From an optimization exercise on the open Yosys and OpenROAD flow, aimed at small area, a short achievable clock period and few clock cycles per item; shortcuts taken in it are not production practice. In this exercise RTL edits were held to simulation tests only and were not proved equivalent to the original. Power figures rest on the tool's default switching activity, not on a simulated workload.

== run 1 ==
==> flow/design.v (excerpt) <==
module sensor_decode (
    input  wire        clk,
    input  wire        rst,
    input  wire        in_valid,
    output wire        in_ready,
    input  wire [15:0] in_cmd,
    input  wire [7:0]  in_len,
    input  wire [7:0]  in_b0,
    input  wire [7:0]  in_b1,
    input  wire [7:0]  in_b2,
    output reg         out_valid,
    input  wire        out_ready,
    output wire [7:0]  out_status,
    output wire [7:0]  out_unit,
    output wire [63:0] out_f64,
    output wire [15:0] out_int
);
    wire        is_dec = (in_cmd[15:10] == 6'b001000) && (in_cmd[7:0] == 8'd0);
    wire [1:0]  op     = in_cmd[9:8];
    wire        len_ok = op[1] ? (in_len == 8'd3) : (in_len == 8'd2);
    wire [15:0] opnd   = {op[1] ? in_b2 : in_b0,
                          in_b1[7:4], in_b1[3:2] & ~{2{op[1] & op[0]}}, in_b1[1:0]};
    reg         s1_v, s2_v, sk_v, rdy;
    reg  [15:0] s1_d, sk_d;
    reg         s1_t, s1_nt, s1_h, s1_a, sk_t, sk_h, sk_a;
    reg         s1_bad, sk_bad;
    wire   en3  = ~out_valid | out_ready;
    wire   en2  = ~s2_v | en3;
    wire   en1  = ~s1_v | en2;
  ...
Size in the first run: ~2600 cells after synthesis, about 170 flip-flops, about 150 I/O pins, about 22000 sq um of cells after synthesis.
export LEC_CHECK = 0
export CAP_MARGIN = 20
export CORE_MARGIN = 2
export CORE_UTILIZATION = 55
export SLEW_MARGIN = 20
create_clock -name core_clock -period 35.0 [get_ports {clk}]
standard.sh (not shown) runs the stock make flow with config.mk's settings and CLKGATE_MAP_FILE= SYNTH_SCRIPT=/design/flow/synth_recipe.tcl, a recipe that flattens the netlist after the stock synthesis.
==> flow/flow/run.sh <==
#!/bin/bash
# Layout: the standard flow (standard.sh, unchanged synthesis), with
#  - the buffers that synthesis (ABC) inserted removed at floorplan, before
#    the standard repair_design sizes and buffers the netlist again;
#  - ORFS's timing repair asked for more setup slack than the 35 ns clock
#    needs, so that it sizes and buffers the design's real critical paths;
#  - every port buffered with buf_1 rather than the default buffer cell.
set -euo pipefail
cd "$(dirname "$0")/.."
bash standard.sh REMOVE_ABC_BUFFERS=1 SETUP_SLACK_MARGIN=26.9 \
    "BUFFER_PORTS_ARGS=-buffer_cell sky130_fd_sc_hd__buf_1" finish > make_finish.log 2>&1
Run 1 closes out successfully: all stages finished, all timing, DRC and antenna checks passed.
Testbench counts of run 1, summed over its fixed seeds: cycles 32,024, items 32,000.
Relative to run 1, the following input files were edited for run 2:
- changing CORE_UTILIZATION from 55 to 40
==> flow/flow/run.sh <==
#!/bin/bash
# Layout: the standard flow (standard.sh, unchanged synthesis), with
#  - ORFS's timing repair asked for more setup slack than the 35 ns clock
#    needs, so that it sizes and buffers the design's real critical paths;
#  - every port buffered with buf_4 rather than the default buffer cell.
set -euo pipefail
cd "$(dirname "$0")/.."
bash standard.sh SETUP_SLACK_MARGIN=26.8 \
    "BUFFER_PORTS_ARGS=-buffer_cell sky130_fd_sc_hd__buf_4" finish > make_finish.log 2>&1
### Flow results
- For run 1 and run 2, there was not a single run that failed to finish clean.
- Overall routed net length (lower): run 1
- Final-layout worst hold slack ends up higher on run 2.
- Taking run 1 as the reference, in run 2 sequential share of layout area saw a decrease; floorplan die area saw an increase; non-clock buffer count saw a decrease; utilization saw a decrease.
- Per the comparison of run 2 with run 1, starting density of the core has decreased; net count reported at finish has remained practically unchanged; post-synthesis async set-or-reset flop share has remained practically unchanged.
For run 3, these inputs were changed with respect to run 2:
- CORE_UTILIZATION: 40 -> 55
==> flow/flow/run.sh <==
#!/bin/bash
# Layout: the standard flow (standard.sh, unchanged synthesis), with
#  - ORFS's timing repair asked for more setup slack than the 35 ns clock
#    needs, so that it sizes and buffers the design's real critical paths;
#  - every port buffered with buf_1 rather than the default buffer cell.
set -euo pipefail
cd "$(dirname "$0")/.."
bash standard.sh SETUP_SLACK_MARGIN=26.9 \
    "BUFFER_PORTS_ARGS=-buffer_cell sky130_fd_sc_hd__buf_1" finish > make_finish.log 2>&1
Worst setup skew after layout on run 3 is ahead of run 2.
Summary — data arrival at the endpoint of the critical path, run 3 relative to run 2: lower, by 50 ps.
The final period utilization of run 2 and that of run 3 are within noise of each other.
[inputs] run 4 vs run 3
- CORE_UTILIZATION changed from 55 to 40
==> flow/flow/run.sh <==
#!/bin/bash
# Layout: the standard flow (standard.sh, unchanged synthesis), with
# ORFS's timing repair asked for more setup slack than the 35 ns clock needs,
# so that it sizes and buffers the design's real critical paths.
set -euo pipefail
cd "$(dirname "$0")/.."
bash standard.sh SETUP_SLACK_MARGIN=26.8 finish > make_finish.log 2>&1
Findings:
Portion of the layout cell area used by clock cells in run 4 is 0.15 points lower than in run 3
From run 3 to run 4 the numbers moved as follows: minimum hold slack now smaller; number of clock buffers in the layout went up 4; post-layout instance count excluding filler cells moved up; utilization after layout now smaller; maximum frequency lost 1.9%.
Power after layout in run 4 vs run 3: up 1.1%

sensor_decode again, from the RTL that the note above started with.
// sensor_decode
module sensor_decode (
    input  wire        clk,
    input  wire        rst,
    input  wire        in_valid,
    output wire        in_ready,
    input  wire [15:0] in_cmd,
    input  wire [7:0]  in_len,
    input  wire [7:0]  in_b0,
    input  wire [7:0]  in_b1,
    input  wire [7:0]  in_b2,
    output reg         out_valid,
    input  wire        out_ready,
    output wire [7:0]  out_status,
    output wire [7:0]  out_unit,
    output wire [63:0] out_f64,
    output wire [15:0] out_int
);
    wire        is_dec = (in_cmd[15:10] == 6'b001000) && (in_cmd[7:0] == 8'd0);
    wire [1:0]  op     = in_cmd[9:8];
    wire        len_ok = op[1] ? (in_len == 8'd3) : (in_len == 8'd2);
    wire [15:0] opnd   = {op[1] ? in_b2 : in_b0,
                          in_b1[7:4], in_b1[3:2] & ~{2{op[1] & op[0]}}, in_b1[1:0]};
    reg         s1_v, s2_v, sk_v, rdy;
    reg  [15:0] s1_d, sk_d;
    reg         s1_t, s1_nt, s1_h, s1_a, sk_t, sk_h, sk_a;
    reg         s1_bad, sk_bad;
    wire   en3  = ~out_valid | out_ready;
    wire   en2  = ~s2_v | en3;
    wire   en1  = ~s1_v | en2;
    assign in_ready = rdy;
    wire   take     = in_valid & ~sk_v & is_dec;    
    wire   i_t = (op == 2'd1), i_h = (op == 2'd0), i_a = op[1];
    always @(posedge clk) begin
        if (rst) begin
            s1_v <= 1'b0;
            sk_v <= 1'b0;
            rdy  <= 1'b1;
        end else if (en1) begin
            s1_v <= sk_v | take;
            sk_v <= 1'b0;
            rdy  <= 1'b1;
        end else if (take) begin
            sk_v <= 1'b1;
            rdy  <= 1'b0;
        end
    end
    always @(posedge clk) begin
        if (en1) begin
            s1_d   <= sk_v ? sk_d   : opnd;
            s1_t   <= sk_v ? sk_t   : i_t;
  ...
Settings: LEC_CHECK=0, CAP_MARGIN=20, CORE_MARGIN=2, CORE_UTILIZATION=40, SLEW_MARGIN=20; clock period 35.0 ns.
==> flow/flow/run.sh <==
#!/bin/bash
# Layout: the standard flow (standard.sh, unchanged synthesis), with
#  - ORFS's timing repair asked for more setup slack than the 35 ns clock
#    needs, so that it sizes and buffers the design's real critical paths;
#  - every port buffered with buf_2 rather than the default buffer cell.
set -euo pipefail
cd "$(dirname "$0")/.."
bash standard.sh SETUP_SLACK_MARGIN=26.9 \
    "BUFFER_PORTS_ARGS=-buffer_cell sky130_fd_sc_hd__buf_2" finish > make_finish.log 2>&1
Testbench counts at the start, summed over its fixed seeds: cycles 32,024, items 32,000.
==> next run, changes <==
==> flow/flow/run.sh (replaced) <==
#!/bin/bash
# Layout: the standard flow (standard.sh, unchanged synthesis), with
#  - the buffers that synthesis (ABC) inserted removed at floorplan, before
#    the standard repair_design sizes and buffers the netlist again;
#  - ORFS's timing repair asked for more setup slack than the 35 ns clock
#    needs, so that it sizes and buffers the design's real critical paths;
#  - every port buffered with buf_1 rather than the default buffer cell.
set -euo pipefail
cd "$(dirname "$0")/.."
bash standard.sh REMOVE_ABC_BUFFERS=1 SETUP_SLACK_MARGIN=26.9 \
    "BUFFER_PORTS_ARGS=-buffer_cell sky130_fd_sc_hd__buf_1" finish > make_finish.log 2>&1
- CORE_UTILIZATION: 40 -> 55
- SYNTH_HIERARCHICAL: not set -> 1
What happened: Hold slack is worse by 4.4 ps; global-route usage grows by 4.2 points; wire length goes down by 11%; total power goes up by 0.48%; clock skew is higher by 5.3 ps; final area goes down by 3.1%; setup slack hardly moves; synthesized area goes up by 3.5%; die area shrinks by 24%.

Setup of rev 12:
Another version of the RTL of sensor_decode (not shown whole).
For scale: roughly 170 flip-flops, roughly 150 I/O pins, about 23,000 um2 of cells after synthesis.
export LEC_CHECK = 0
export CAP_MARGIN = 20
export CORE_MARGIN = 2
export CORE_UTILIZATION = 55
export CTS_CLUSTER_DIAMETER = 120
export CTS_CLUSTER_SIZE = 40
export SLEW_MARGIN = 20
export SYNTH_HIERARCHICAL = 1
create_clock -name core_clock -period 35.0 [get_ports {clk}]
==> flow/flow/run.sh <==
#!/bin/bash
# Layout: the standard flow (standard.sh, unchanged synthesis), with
#  - the buffers that synthesis (ABC) inserted removed at floorplan, before
#    the standard repair_design sizes and buffers the netlist again;
#  - ORFS's timing repair asked for more setup slack than the 35 ns clock
#    needs, so that it sizes and buffers the design's real critical paths;
#  - every port buffered with buf_1 rather than the default buffer cell.
set -euo pipefail
cd "$(dirname "$0")/.."
bash standard.sh REMOVE_ABC_BUFFERS=1 SETUP_SLACK_MARGIN=26.9 \
    "BUFFER_PORTS_ARGS=-buffer_cell sky130_fd_sc_hd__buf_1" finish > make_finish.log 2>&1
Testbench counts of rev 12, summed over its fixed seeds: cycles 32,024, items 32,000.
Here is what was changed in the inputs of rev 13 compared with rev 12.
# rev 12
export LEC_CHECK = 0
export CAP_MARGIN = 20
export CORE_MARGIN = 2
export CORE_UTILIZATION = 55
export CTS_CLUSTER_DIAMETER = 120
export CTS_CLUSTER_SIZE = 40
export SLEW_MARGIN = 20
export SYNTH_HIERARCHICAL = 1
create_clock -name core_clock -period 35.0 [get_ports {clk}]
# rev 13
export LEC_CHECK = 0
export CAP_MARGIN = 20
export CORE_MARGIN = 2
export CORE_UTILIZATION = 55
export SLEW_MARGIN = 20
export SYNTH_HIERARCHICAL = 1
create_clock -name core_clock -period 35.0 [get_ports {clk}]
Notes after the runs:
Taking rev 12 as the reference, in rev 13 number of setup buffers added after CTS comparable, number of slew-limit violations in the final report flat, iteration-0 DRC count of the detailed router ~0 delta, final design instance area without fill roughly the same. Netlist area before placement across rev 12 and rev 13: no real change. On maximum frequency, rev 13 tracks rev 12 almost exactly.

[what the ideal ports hide]
In the flow no input, the clock included, has a driving cell. The finished layouts below were timed again as built, in two steps. Step 1 (the two cells are an assumption about what drives the block):
set clk [get_ports {clk}]
set_driving_cell -lib_cell sky130_fd_sc_hd__clkbuf_16 $clk
set_driving_cell -lib_cell sky130_fd_sc_hd__buf_2 [delete_from_list [all_inputs] $clk]
Step 2 also shifts input and output timing later by t, the mid clock arrival at the registers, as if the neighbouring blocks saw the same clock. a / b / c = ideal / step 1 / step 2; a / b = the first two.
run | t (ns) | setup slack, ns | hold WS [ns]
run 1 | 0.508 | 26.973 / 26.917 / 26.657 | 0.426 / 0.426 / 0.426
run 2 | 0.532 | 26.948 / 26.892 / 26.626 | 0.432 / 0.432 / 0.432
run 3 | 0.517 | 26.998 / 26.937 / 26.591 | 0.431 / 0.431 / 0.431
run 4 | 0.532 | 26.842 / 26.790 / 26.414 | 0.424 / 0.424 / 0.424
the first run of note 2 | 0.531 | 26.982 / 26.927 / 26.608 | 0.433 / 0.433 / 0.433
the second run of note 2 | 0.513 | 26.979 / 26.928 / 26.599 | 0.428 / 0.428 / 0.428
rev 12 | 0.534 | 26.934 / 26.876 / 26.602 | 0.435 / 0.435 / 0.435
rev 13 | 0.534 | 26.934 / 26.876 / 26.602 | 0.435 / 0.435 / 0.435
After both steps setup and hold are still met in every run listed. For run 4, which loses most, drivers alone change the setup slack by -0.052 ns; drivers and shift together by -0.428 ns.
